This is an optimization exercise on Yosys and OpenROAD, whose aim is small area, a short achievable clock period and few clock cycles, not a production implementation. RTL that was checked went through simulation tests only; none was proved equivalent to the original.

==> run a: inputs <==
// ccore
module ccore (
    input  wire        clk,
    input  wire        rst,       
    input  wire        we,        
    input  wire [9:0]  addr,      
    input  wire [31:0] wdata,     
    output reg  [31:0] rdata      
);
clock: 12.0 ns
lec_check: 0
cap_margin: 20
core_margin: 2
core_utilization: 40
setup_slack_margin: 2
slew_margin: 20
tns_end_percent: 100
run.sh (not shown) runs the stock make flow with config.mk's settings and CLKGATE_MAP_FILE= SYNTH_SCRIPT=/design/flow/synth_recipe.tcl, a recipe that flattens the netlist after the stock synthesis.
==> inputs of run b, as changes to run a <==
--- a/flow/design.v
+++ b/flow/design.v
@@ -122,26 +122,30 @@
     reg [13:0] co_27;
     reg [13:0] co_28;
     reg [13:0] co_29;
     reg [13:0] co_30;
     reg [13:0] co_31;
     reg co_32;
     reg [3:0]  state;
     wire       busy = (state != S_IDLE);
-    wire       anlz_tab = (state != S_IDLE) && (state != S_GDIV);
+    reg        eng;          
+    reg        esel;         
+    wire       anlz_tab = eng;
     reg [31:0] gr;           
     reg [31:0] gq;           
     reg [31:0] gx;           
     reg [2:0]  gcnt;         
+    reg [4:0]  sel_r;        
+    reg        sv;           
     reg [5:0]  fi;           
     reg [5:0]  lp0, lp1, lp2, lp3;    
     reg [3:0]  lv;           
     reg [31:1] pend;         
-    wire [5:0] tidx = anlz_tab ? ((state == S_ENUM || state == S_DRAIN) ? {1'b0, sel} : fi) : addr[7:2];
+    wire [5:0] tidx = anlz_tab ? (esel ? {1'b0, sel_r} : fi) : addr[7:2];
     reg  [29:0] tab_no;
     reg  [13:0] tab_co;
     always @* begin
         tab_no = 30'd0; tab_co = 14'd0;
         case (tidx)
             6'd1: begin tab_no = no_1; tab_co = co_1; end
             6'd2: begin tab_no = no_2; tab_co = co_2; end
             6'd3: begin tab_no = no_3; tab_co = co_3; end
@@ -804,30 +808,32 @@
     wire [2:0] enc_skip = (enc_lz[5:2] >= 4'd8) ? 3'd7 : enc_lz[4:2];
     wire       acc_enc = (wdata[2:0] == OP_ENC);
     wire [4:0] acc_amt = acc_enc ? (enc_r[4:0] + {enc_skip, 2'b00}) : {div_skip, 2'b00};
     wire [4:0] g_tz = tzcount(gx);
     wire       sh_enum = (state == S_ENUM);
     wire [31:0] sh_in  = sh_enum ? b_val : a_val;
     wire [4:0]  sh_amt = sh_enum ? g_tz + 5'd2 : acc_amt;
     wire [31:0] sh_out = sh_in << sh_amt;
-    reg [31:0] gd_r, gd_t;
-    reg [31:0] gd_q;
-    reg        gd_d;
-    integer s;
-    always @* begin
-        gd_r = gr;
-        gd_q = gq;
-        for (s = 0; s < KSTEP; s = s + 1) begin
-            gd_t = {gd_r[30:0], gx[31 - s]};
-            gd_d = |(gd_t & b_top);
-            gd_r = gd_d ? (gd_t ^ b_val) : gd_t;
-            gd_q = {gd_q[30:0], gd_d};
-        end
-    end
+    wire [35:0] gT  = {gr, gx[31:28]};
+    wire [35:0] bt0 = {4'd0, b_top};
+    wire ga1 = |(gT & (bt0 << 3));
+    wire ga2 = |(gT & (bt0 << 2));
+    wire ga3 = |(gT & (bt0 << 1));
+    wire ga4 = |(gT & bt0);
+    wire tb1 = |(b_val & (b_top >> 1));
+    wire tb2 = |(b_val & (b_top >> 2));
+    wire tb3 = |(b_val & (b_top >> 3));
+    wire gd1 = ga1;
+    wire gd2 = ga2 ^ (gd1 & tb1);
+    wire gd3 = ga3 ^ (gd2 & tb1) ^ (gd1 & tb2);
+    wire gd4 = ga4 ^ (gd3 & tb1) ^ (gd2 & tb2) ^ (gd1 & tb3);
+    wire [31:0] gd_r = gT[31:0] ^ ({32{gd1}} & {b_val[28:0], 3'd0}) ^ ({32{gd2}} & {b_val[29:0], 2'd0})
+                     ^ ({32{gd3}} & {b_val[30:0], 1'b0}) ^ ({32{gd4}} & b_val);
+    wire [31:0] gd_q = {gq[27:0], gd1, gd2, gd3, gd4};
     wire [31:0] gd_x = {gx[31-KSTEP:0], gx[31:32-KSTEP]};    
     wire [6:0]  kk = {1'b0, n_r} - {1'b0, b_r};           
     wire        kk_pos = !kk[6] && (kk != 7'd0);
     wire [31:0] g_end  = (kk[5:1] == 5'd0) ? 32'd1 : (32'd1 << (kk[4:0] - 5'd2));
     wire [31:0] e_next = gr ^ sh_out;
     wire        e_last = (gx == g_end);
     wire        kk1    = (kk[5:0] == 6'd1);
     wire [31:0] b_sh1  = {b_val[30:0], 1'b0};
@@ -836,35 +842,32 @@
     wire [31:0] ln3    = gr ^ b_val ^ b_sh1;
     wire [3:0]  ln_v   = {~kk1, ~kk1, 1'b1, gx != 32'd1};
     wire        enum_ph = (state == S_ENUM) || (state == S_DRAIN);
     reg  [4:0]  sel;
     integer si;
     always @* begin
         sel = 5'd0;
         for (si = 31; si >= 1; si = si - 1)
-            if (pend[si]) sel = si;
+            if (pend_left[si]) sel = si;
     end
-    wire [31:1] svc = pend & ~(pend - 31'd1);
+    wire [31:1] svc = sv ? (31'd1 << sel_r) >> 1 : 31'd0;
+    wire [31:1] pend_left = pend & ~svc;
     wire [25:0] hi_wd = tab_no[29:4] + 26'd1;
     wire [30:0] fb_no   = {1'b0, gx[29:0]} - {1'b0, gr[29:0]};
     wire [43:0] fm_d    = {14'd0, fb_no[29:0]} * 44'd10000;
-    wire [30:0] fc_t1   = {gr[29:0], gq[14]};
+    wire [30:0] fc_t1   = {gr[29:0], gq[13]};
     wire [31:0] fc_s1   = {1'b0, fc_t1} - {2'b0, gx[29:0]};
     wire        fc_q1   = !fc_s1[31];
     wire [29:0] fc_r1   = fc_q1 ? fc_s1[29:0] : fc_t1[29:0];
-    wire [30:0] fc_t2   = {fc_r1, gq[13]};
+    wire [30:0] fc_t2   = {fc_r1, gq[12]};
     wire [31:0] fc_s2   = {1'b0, fc_t2} - {2'b0, gx[29:0]};
     wire        fc_q2   = !fc_s2[31];
     wire [29:0] fc_r2   = fc_q2 ? fc_s2[29:0] : fc_t2[29:0];
-    wire [30:0] fc_t3   = {fc_r2, gq[12]};
-    wire [31:0] fc_s3   = {1'b0, fc_t3} - {2'b0, gx[29:0]};
-    wire        fc_q3   = !fc_s3[31];
-    wire [29:0] fc_r3   = fc_q3 ? fc_s3[29:0] : fc_t3[29:0];
-    wire [14:0] fc_q    = {gq[11:0], fc_q1, fc_q2, fc_q3};
+    wire [13:0] fc_q    = {gq[11:0], fc_q1, fc_q2};
     wire        fa_z0   = (tab_no == 30'd0);
     wire        fa_zc   = (tab_no == rom_c);
     reg [32:0] no_we, co_we;
     reg [29:0] no_wd;
     reg [13:0] co_wd;
     always @* begin
         no_we = 33'd0; co_we = 33'd0;
         no_wd = 30'd0; co_wd = 14'd0;
@@ -880,17 +883,17 @@
                 co_wd = fa_z0 ? 14'd10000 : 14'd0;
             end
             S_FB: begin
                 no_we[fi] = 1'b1;
                 no_wd = fb_no[29:0];
             end
             S_FC: begin
                 co_we[fi] = (gcnt == 3'd0);
-                co_wd = fc_q[13:0];
+                co_wd = fc_q;
             end
             default: ;
         endcase
     end
     wire [2:0] cnt_1 = {2'd0, lv[0] && lp0 == 6'd1} + {2'd0, lv[1] && lp1 == 6'd1} + {2'd0, lv[2] && lp2 == 6'd1} + {2'd0, lv[3] && lp3 == 6'd1};
     wire [4:0] ls_1 = no_1[3:0] + cnt_1;
     wire [2:0] cnt_2 = {2'd0, lv[0] && lp0 == 6'd2} + {2'd0, lv[1] && lp1 == 6'd2} + {2'd0, lv[2] && lp2 == 6'd2} + {2'd0, lv[3] && lp3 == 6'd2};
     wire [4:0] ls_2 = no_2[3:0] + cnt_2;
@@ -1124,16 +1127,17 @@
         if (rst) begin
             a_val <= 32'd0; b_val <= 32'd0;
             a_len <= 6'd0;  b_len <= 6'd0; n_r <= 6'd0; i_r <= 6'd0;
             cmd <= 8'd0;
             st_done <= 1'b0; st_err <= 1'b0; st_wrerr <= 1'b0; st_code <= 3'd0;
             q_r <= 32'd0; r_r <= 32'd0; cw_val <= 32'd0; cw_len <= 6'd0;
             tv <= 1'b0; tn <= 6'd0;
             state <= S_IDLE;
+            eng <= 1'b0;
         end else begin
             if (we) begin
                 if (busy) begin
                     st_wrerr <= 1'b1;
                 end else begin
                     case (addr)
                         A_VAL: a_val <= wdata;
                         B_VAL: b_val <= wdata;
@@ -1211,81 +1215,96 @@
                                 q_r    <= gd_q;
                                 r_r    <= gd_r;
                                 cw_val <= gd_x | gd_r;
                                 cw_len <= enc_n[5:0];
                                 complete();
                             end
                             default: begin  
                                 if (gd_r != 32'd0) fault(F_INVARIANT);
-                                else state <= S_CLR;
+                                else begin
+                                    state <= S_CLR;
+                                    eng   <= 1'b1;
+                                    esel  <= 1'b1;
+                                end
                             end
                         endcase
                     end
                 end
                 S_CLR: begin
                     gr <= 32'd0;
                     gx <= 32'd1;
                     fi <= 6'd1;
                     lv <= 4'd0;
+                    sv <= 1'b0;
+                    if (!kk_pos) esel <= 1'b0;
                     if (kk_pos) state <= S_ENUM;
                     else if (n_r == 6'd0) finish_anlz();
                     else state <= S_FA;
                 end
                 S_ENUM: begin
+                    sv <= |pend_left;
+                    sel_r <= sel;
                     if (!stall) begin
                         gr  <= e_next;
                         gx  <= gx + 32'd1;
                         lp0 <= popcount(gr);
                         lp1 <= popcount(ln1);
                         lp2 <= popcount(ln2);
                         lp3 <= popcount(ln3);
                         lv  <= ln_v;
                         if (e_last) state <= S_DRAIN;
                     end
                 end
                 S_DRAIN: begin
+                    sv <= |pend_left;
+                    sel_r <= sel;
                     if (!stall) lv <= 4'd0;
-                    if (lv == 4'd0 && pend == 31'd0) state <= S_FA;
+                    if (lv == 4'd0 && pend == 31'd0) begin
+                        state <= S_FA;
+                        esel  <= 1'b0;
+                    end
                 end
                 S_FA: begin
                     gx <= {2'd0, rom_c};
                     gr <= {2'd0, tab_no};
                     if (fa_z0 || fa_zc) next_entry();
                     else state <= S_FB;
                 end
                 S_FB: begin
-                    gr <= {3'd0, fm_d[43:15]};
-                    gq <= {17'd0, fm_d[14:0]};
-                    gcnt <= 3'd4;
+                    gr <= {2'd0, fm_d[43:14]};
+                    gq <= {18'd0, fm_d[13:0]};
+                    gcnt <= 3'd6;
                     state <= S_FC;
                 end
                 S_FC: begin
-                    gr <= {2'd0, fc_r3};
-                    gq <= {17'd0, fc_q};
+                    gr <= {2'd0, fc_r2};
+                    gq <= {18'd0, fc_q};
                     gcnt <= gcnt - 3'd1;
                     if (gcnt == 3'd0) next_entry();
                 end
                 default: ;
             endcase
         end
     end
     task complete;
         begin
             st_done <= 1'b1;
             state   <= S_IDLE;
+            eng     <= 1'b0;
         end
     endtask
     task fault;
         input [2:0] code;
         begin
             st_done <= 1'b1;
             st_err  <= 1'b1;
             st_code <= code;
             state   <= S_IDLE;
+            eng     <= 1'b0;
         end
     endtask
     task gdiv_start;
         input [2:0] skip;
         begin
             st_done <= 1'b0;
             gr    <= 32'd0;
             gq    <= 32'd0;
==> inputs of run c, as changes to run a <==
--- a/flow/design.v
+++ b/flow/design.v
@@ -122,26 +122,30 @@
     reg [13:0] co_27;
     reg [13:0] co_28;
     reg [13:0] co_29;
     reg [13:0] co_30;
     reg [13:0] co_31;
     reg co_32;
     reg [3:0]  state;
     wire       busy = (state != S_IDLE);
-    wire       anlz_tab = (state != S_IDLE) && (state != S_GDIV);
+    reg        eng;          
+    reg        esel;         
+    wire       anlz_tab = eng;
     reg [31:0] gr;           
     reg [31:0] gq;           
     reg [31:0] gx;           
     reg [2:0]  gcnt;         
+    reg [4:0]  sel_r;        
+    reg        sv;           
     reg [5:0]  fi;           
     reg [5:0]  lp0, lp1, lp2, lp3;    
     reg [3:0]  lv;           
     reg [31:1] pend;         
-    wire [5:0] tidx = anlz_tab ? ((state == S_ENUM || state == S_DRAIN) ? {1'b0, sel} : fi) : addr[7:2];
+    wire [5:0] tidx = anlz_tab ? (esel ? {1'b0, sel_r} : fi) : addr[7:2];
     reg  [29:0] tab_no;
     reg  [13:0] tab_co;
     always @* begin
         tab_no = 30'd0; tab_co = 14'd0;
         case (tidx)
             6'd1: begin tab_no = no_1; tab_co = co_1; end
             6'd2: begin tab_no = no_2; tab_co = co_2; end
             6'd3: begin tab_no = no_3; tab_co = co_3; end
@@ -804,67 +808,67 @@
     wire [2:0] enc_skip = (enc_lz[5:2] >= 4'd8) ? 3'd7 : enc_lz[4:2];
     wire       acc_enc = (wdata[2:0] == OP_ENC);
     wire [4:0] acc_amt = acc_enc ? (enc_r[4:0] + {enc_skip, 2'b00}) : {div_skip, 2'b00};
     wire [4:0] g_tz = tzcount(gx);
     wire       sh_enum = (state == S_ENUM);
     wire [31:0] sh_in  = sh_enum ? b_val : a_val;
     wire [4:0]  sh_amt = sh_enum ? g_tz + 5'd2 : acc_amt;
     wire [31:0] sh_out = sh_in << sh_amt;
-    reg [31:0] gd_r, gd_t;
-    reg [31:0] gd_q;
-    reg        gd_d;
-    integer s;
-    always @* begin
-        gd_r = gr;
-        gd_q = gq;
-        for (s = 0; s < KSTEP; s = s + 1) begin
-            gd_t = {gd_r[30:0], gx[31 - s]};
-            gd_d = |(gd_t & b_top);
-            gd_r = gd_d ? (gd_t ^ b_val) : gd_t;
-            gd_q = {gd_q[30:0], gd_d};
-        end
-    end
+    wire [35:0] gT  = {gr, gx[31:28]};
+    wire [35:0] bt0 = {4'd0, b_top};
+    wire ga1 = |(gT & (bt0 << 3));
+    wire ga2 = |(gT & (bt0 << 2));
+    wire ga3 = |(gT & (bt0 << 1));
+    wire ga4 = |(gT & bt0);
+    wire tb1 = |(b_val & (b_top >> 1));
+    wire tb2 = |(b_val & (b_top >> 2));
+    wire tb3 = |(b_val & (b_top >> 3));
+    wire gd1 = ga1;
+    wire gd2 = ga2 ^ (gd1 & tb1);
+    wire gd3 = ga3 ^ (gd2 & tb1) ^ (gd1 & tb2);
+    wire gd4 = ga4 ^ (gd3 & tb1) ^ (gd2 & tb2) ^ (gd1 & tb3);
+    wire [31:0] gd_r = gT[31:0] ^ ({32{gd1}} & {b_val[28:0], 3'd0}) ^ ({32{gd2}} & {b_val[29:0], 2'd0})
+                     ^ ({32{gd3}} & {b_val[30:0], 1'b0}) ^ ({32{gd4}} & b_val);
+    wire [31:0] gd_q = {gq[27:0], gd1, gd2, gd3, gd4};
     wire [31:0] gd_x = {gx[31-KSTEP:0], gx[31:32-KSTEP]};    
     wire [6:0]  kk = {1'b0, n_r} - {1'b0, b_r};           
     wire        kk_pos = !kk[6] && (kk != 7'd0);
     wire [31:0] g_end  = (kk[5:1] == 5'd0) ? 32'd1 : (32'd1 << (kk[4:0] - 5'd2));
     wire [31:0] e_next = gr ^ sh_out;
     wire        e_last = (gx == g_end);
     wire        kk1    = (kk[5:0] == 6'd1);
     wire [31:0] b_sh1  = {b_val[30:0], 1'b0};
     wire [31:0] ln1    = gr ^ b_val;
     wire [31:0] ln2    = gr ^ b_sh1;
     wire [31:0] ln3    = gr ^ b_val ^ b_sh1;
     wire [3:0]  ln_v   = {~kk1, ~kk1, 1'b1, gx != 32'd1};
     wire        enum_ph = (state == S_ENUM) || (state == S_DRAIN);
+    wire [5:0]  pc0 = popcount(anlz_tab ? gr : a_val);    
     reg  [4:0]  sel;
     integer si;
     always @* begin
         sel = 5'd0;
         for (si = 31; si >= 1; si = si - 1)
-            if (pend[si]) sel = si;
+            if (pend_left[si]) sel = si;
     end
-    wire [31:1] svc = pend & ~(pend - 31'd1);
+    wire [31:1] svc = sv ? (31'd1 << sel_r) >> 1 : 31'd0;
+    wire [31:1] pend_left = pend & ~svc;
     wire [25:0] hi_wd = tab_no[29:4] + 26'd1;
     wire [30:0] fb_no   = {1'b0, gx[29:0]} - {1'b0, gr[29:0]};
     wire [43:0] fm_d    = {14'd0, fb_no[29:0]} * 44'd10000;
-    wire [30:0] fc_t1   = {gr[29:0], gq[14]};
+    wire [30:0] fc_t1   = {gr[29:0], gq[13]};
     wire [31:0] fc_s1   = {1'b0, fc_t1} - {2'b0, gx[29:0]};
     wire        fc_q1   = !fc_s1[31];
     wire [29:0] fc_r1   = fc_q1 ? fc_s1[29:0] : fc_t1[29:0];
-    wire [30:0] fc_t2   = {fc_r1, gq[13]};
+    wire [30:0] fc_t2   = {fc_r1, gq[12]};
     wire [31:0] fc_s2   = {1'b0, fc_t2} - {2'b0, gx[29:0]};
     wire        fc_q2   = !fc_s2[31];
     wire [29:0] fc_r2   = fc_q2 ? fc_s2[29:0] : fc_t2[29:0];
-    wire [30:0] fc_t3   = {fc_r2, gq[12]};
-    wire [31:0] fc_s3   = {1'b0, fc_t3} - {2'b0, gx[29:0]};
-    wire        fc_q3   = !fc_s3[31];
-    wire [29:0] fc_r3   = fc_q3 ? fc_s3[29:0] : fc_t3[29:0];
-    wire [14:0] fc_q    = {gq[11:0], fc_q1, fc_q2, fc_q3};
+    wire [13:0] fc_q    = {gq[11:0], fc_q1, fc_q2};
     wire        fa_z0   = (tab_no == 30'd0);
     wire        fa_zc   = (tab_no == rom_c);
     reg [32:0] no_we, co_we;
     reg [29:0] no_wd;
     reg [13:0] co_wd;
     always @* begin
         no_we = 33'd0; co_we = 33'd0;
         no_wd = 30'd0; co_wd = 14'd0;
@@ -880,17 +884,17 @@
                 co_wd = fa_z0 ? 14'd10000 : 14'd0;
             end
             S_FB: begin
                 no_we[fi] = 1'b1;
                 no_wd = fb_no[29:0];
             end
             S_FC: begin
                 co_we[fi] = (gcnt == 3'd0);
-                co_wd = fc_q[13:0];
+                co_wd = fc_q;
             end
             default: ;
         endcase
     end
     wire [2:0] cnt_1 = {2'd0, lv[0] && lp0 == 6'd1} + {2'd0, lv[1] && lp1 == 6'd1} + {2'd0, lv[2] && lp2 == 6'd1} + {2'd0, lv[3] && lp3 == 6'd1};
     wire [4:0] ls_1 = no_1[3:0] + cnt_1;
     wire [2:0] cnt_2 = {2'd0, lv[0] && lp0 == 6'd2} + {2'd0, lv[1] && lp1 == 6'd2} + {2'd0, lv[2] && lp2 == 6'd2} + {2'd0, lv[3] && lp3 == 6'd2};
     wire [4:0] ls_2 = no_2[3:0] + cnt_2;
@@ -1124,16 +1128,17 @@
         if (rst) begin
             a_val <= 32'd0; b_val <= 32'd0;
             a_len <= 6'd0;  b_len <= 6'd0; n_r <= 6'd0; i_r <= 6'd0;
             cmd <= 8'd0;
             st_done <= 1'b0; st_err <= 1'b0; st_wrerr <= 1'b0; st_code <= 3'd0;
             q_r <= 32'd0; r_r <= 32'd0; cw_val <= 32'd0; cw_len <= 6'd0;
             tv <= 1'b0; tn <= 6'd0;
             state <= S_IDLE;
+            eng <= 1'b0;
         end else begin
             if (we) begin
                 if (busy) begin
                     st_wrerr <= 1'b1;
                 end else begin
                     case (addr)
                         A_VAL: a_val <= wdata;
                         B_VAL: b_val <= wdata;
@@ -1149,17 +1154,17 @@
                                 st_err   <= 1'b0;
                                 st_code  <= 3'd0;
                                 if (wdata[7:3] != 5'd0) begin
                                     fault(F_ILLEGAL_CMD);
                                 end else begin
                                     case (wdata[2:0])
                                         OP_NOP: ;
                                         OP_BLEN: r_r <= {26'd0, a_bl};
-                                        OP_POPC: r_r <= {26'd0, popcount(a_val)};
+                                        OP_POPC: r_r <= {26'd0, pc0};
                                         OP_SLEN: begin
                                             if (!a_wf) fault(F_BAD_OPERAND);
                                             else r_r <= {26'd0, a_len};
                                         end
                                         OP_BINOM: begin
                                             if (i_r > n_r)        fault(F_BAD_OPERAND);
                                             else if (n_r > 6'd32) fault(F_OVERFLOW);
                                             else r_r <= {2'd0, rom_c};
@@ -1211,81 +1216,96 @@
                                 q_r    <= gd_q;
                                 r_r    <= gd_r;
                                 cw_val <= gd_x | gd_r;
                                 cw_len <= enc_n[5:0];
                                 complete();
                             end
                             default: begin  
                                 if (gd_r != 32'd0) fault(F_INVARIANT);
-                                else state <= S_CLR;
+                                else begin
+                                    state <= S_CLR;
+                                    eng   <= 1'b1;
+                                    esel  <= 1'b1;
+                                end
                             end
                         endcase
                     end
                 end
                 S_CLR: begin
                     gr <= 32'd0;
                     gx <= 32'd1;
                     fi <= 6'd1;
                     lv <= 4'd0;
+                    sv <= 1'b0;
+                    if (!kk_pos) esel <= 1'b0;
                     if (kk_pos) state <= S_ENUM;
                     else if (n_r == 6'd0) finish_anlz();
                     else state <= S_FA;
                 end
                 S_ENUM: begin
+                    sv <= |pend_left;
+                    sel_r <= sel;
                     if (!stall) begin
                         gr  <= e_next;
                         gx  <= gx + 32'd1;
-                        lp0 <= popcount(gr);
+                        lp0 <= pc0;
                         lp1 <= popcount(ln1);
                         lp2 <= popcount(ln2);
                         lp3 <= popcount(ln3);
                         lv  <= ln_v;
                         if (e_last) state <= S_DRAIN;
                     end
                 end
                 S_DRAIN: begin
+                    sv <= |pend_left;
+                    sel_r <= sel;
                     if (!stall) lv <= 4'd0;
-                    if (lv == 4'd0 && pend == 31'd0) state <= S_FA;
+                    if (lv == 4'd0 && pend == 31'd0) begin
+                        state <= S_FA;
+                        esel  <= 1'b0;
+                    end
                 end
                 S_FA: begin
                     gx <= {2'd0, rom_c};
                     gr <= {2'd0, tab_no};
                     if (fa_z0 || fa_zc) next_entry();
                     else state <= S_FB;
                 end
                 S_FB: begin
-                    gr <= {3'd0, fm_d[43:15]};
-                    gq <= {17'd0, fm_d[14:0]};
-                    gcnt <= 3'd4;
+                    gr <= {2'd0, fm_d[43:14]};
+                    gq <= {18'd0, fm_d[13:0]};
+                    gcnt <= 3'd6;
                     state <= S_FC;
                 end
                 S_FC: begin
-                    gr <= {2'd0, fc_r3};
-                    gq <= {17'd0, fc_q};
+                    gr <= {2'd0, fc_r2};
+                    gq <= {18'd0, fc_q};
                     gcnt <= gcnt - 3'd1;
                     if (gcnt == 3'd0) next_entry();
                 end
                 default: ;
             endcase
         end
     end
     task complete;
         begin
             st_done <= 1'b1;
             state   <= S_IDLE;
+            eng     <= 1'b0;
         end
     endtask
     task fault;
         input [2:0] code;
         begin
             st_done <= 1'b1;
             st_err  <= 1'b1;
             st_code <= code;
             state   <= S_IDLE;
+            eng     <= 1'b0;
         end
     endtask
     task gdiv_start;
         input [2:0] skip;
         begin
             st_done <= 1'b0;
             gr    <= 32'd0;
             gq    <= 32'd0;
- CAP_MARGIN: 20 -> 5
- SETUP_SLACK_MARGIN: 2 -> 3
- SLEW_MARGIN: 20 -> 5
==> comparison table <==
Total number of vias: run c 112,000; run b 102,000; run a 117,000
Minimum setup slack among reg-to-reg paths: run c 3.07 ns; run b 2.19 ns; run a 0.69 ns
Count of non-CTS inverters in the layout: run c 465; run b 490; run a 546
Start point of the worst min-delay path: run c gq[21]$_SDFFCE_PN0P_; run b q_r[0]$_SDFFE_PP0P_; run a q_r[15]$_SDFFE_PP0P_
Fmax: run c 108 MHz; run b 98.3 MHz; run a 88.4 MHz
Final cycle utilization of the critical path: run c 77.5%; run b 84.8%; run a 94.2%
All-layer global routing usage: run c 48.3%; run b 46.4%; run a 49.3%
Design Area, Final: run c 129,000 µm²; run b 119,000 µm²; run a 132,000 µm²
Clock-cell share: run c 4.27%; run b 4.47%; run a 3.93%
Cts repair resizes: run c 771; run b 124; run a 271
Global-route wire length before repair: run c 899 mm; run b 824 mm; run a 932 mm
Routed wire length on met2: run c 265 mm; run b 259 mm; run a 277 mm
Share of cell area taken by muxes after synthesis: run c 2.45%; run b 2.47%; run a 3.57%
Share of the final layout cell area in multi-input gates: run c 48.8%; run b 47.6%; run a 48.5%
Worst setup path startpoint: run c addr[8]; run b addr[5]; run a gr[4]$_DFFE_PN_
Outcome: run c complete, no violations; run b complete, no violations; run a complete, no violations
Fin Clk Skew: run c 0.179 ns; run b 0.135 ns; run a 0.122 ns
Number of synthesized register bits: run c 1,492; run b 1,492; run a 1,484
Number of global-route vias before repair: run c 102,000; run b 94,200; run a 109,000
Wire length on met1: run c 252 mm; run b 224 mm; run a 250 mm
Maximum number of pins on one net before global-route repair: run c 81; run b 83; run a 125
Testbench counts of run b, summed over its fixed seeds: cycles 18,235.
Testbench counts of run c, summed over its fixed seeds: cycles 18,235.
Function not checked in run a: the RTL went through the layout flow alone.

-- afterwards: timing with drivers on the ports --
The results above use ideal ports. As a check the final layouts listed here were re-extracted and re-timed, cells and wires unchanged. Step 1: set_driving_cell puts a clkbuf_16 on clk and a buf_2 on each other input, an assumption about the parent block. Step 2 adds t to the input delays and takes it off the output delays; t is the mean of the earliest and latest rising clock arrival at the registers after step 1. Input paths then give back, and output paths get back, about the clock's delay inside the block. Three values: ideal, step 1, step 2; two values: the first two.
| run | t (ns) | slack for setup (ns) | hold slack, ns | clock arrival spread, ns | worst data-port slew with drivers (ns) |
|---|---|---|---|---|---|
| run a | 0.992 | 0.691 / 0.691 / 0.691 | 0.456 / 0.456 / 0.456 | 0.122 / 0.123 | 0.22 |
| run b | 0.922 | 1.825 / 1.635 / 1.635 | 0.459 / 0.459 / 0.459 | 0.136 / 0.135 | 0.24 |
| run c | 1.006 | 2.701 / 2.525 / 2.431 | 0.430 / 0.430 / 0.430 | 0.180 / 0.181 | 0.32 |
After both steps every run listed still meets setup and hold. For run c, which loses most, drivers alone change the setup slack by -0.176 ns; drivers and shift together by -0.270 ns.
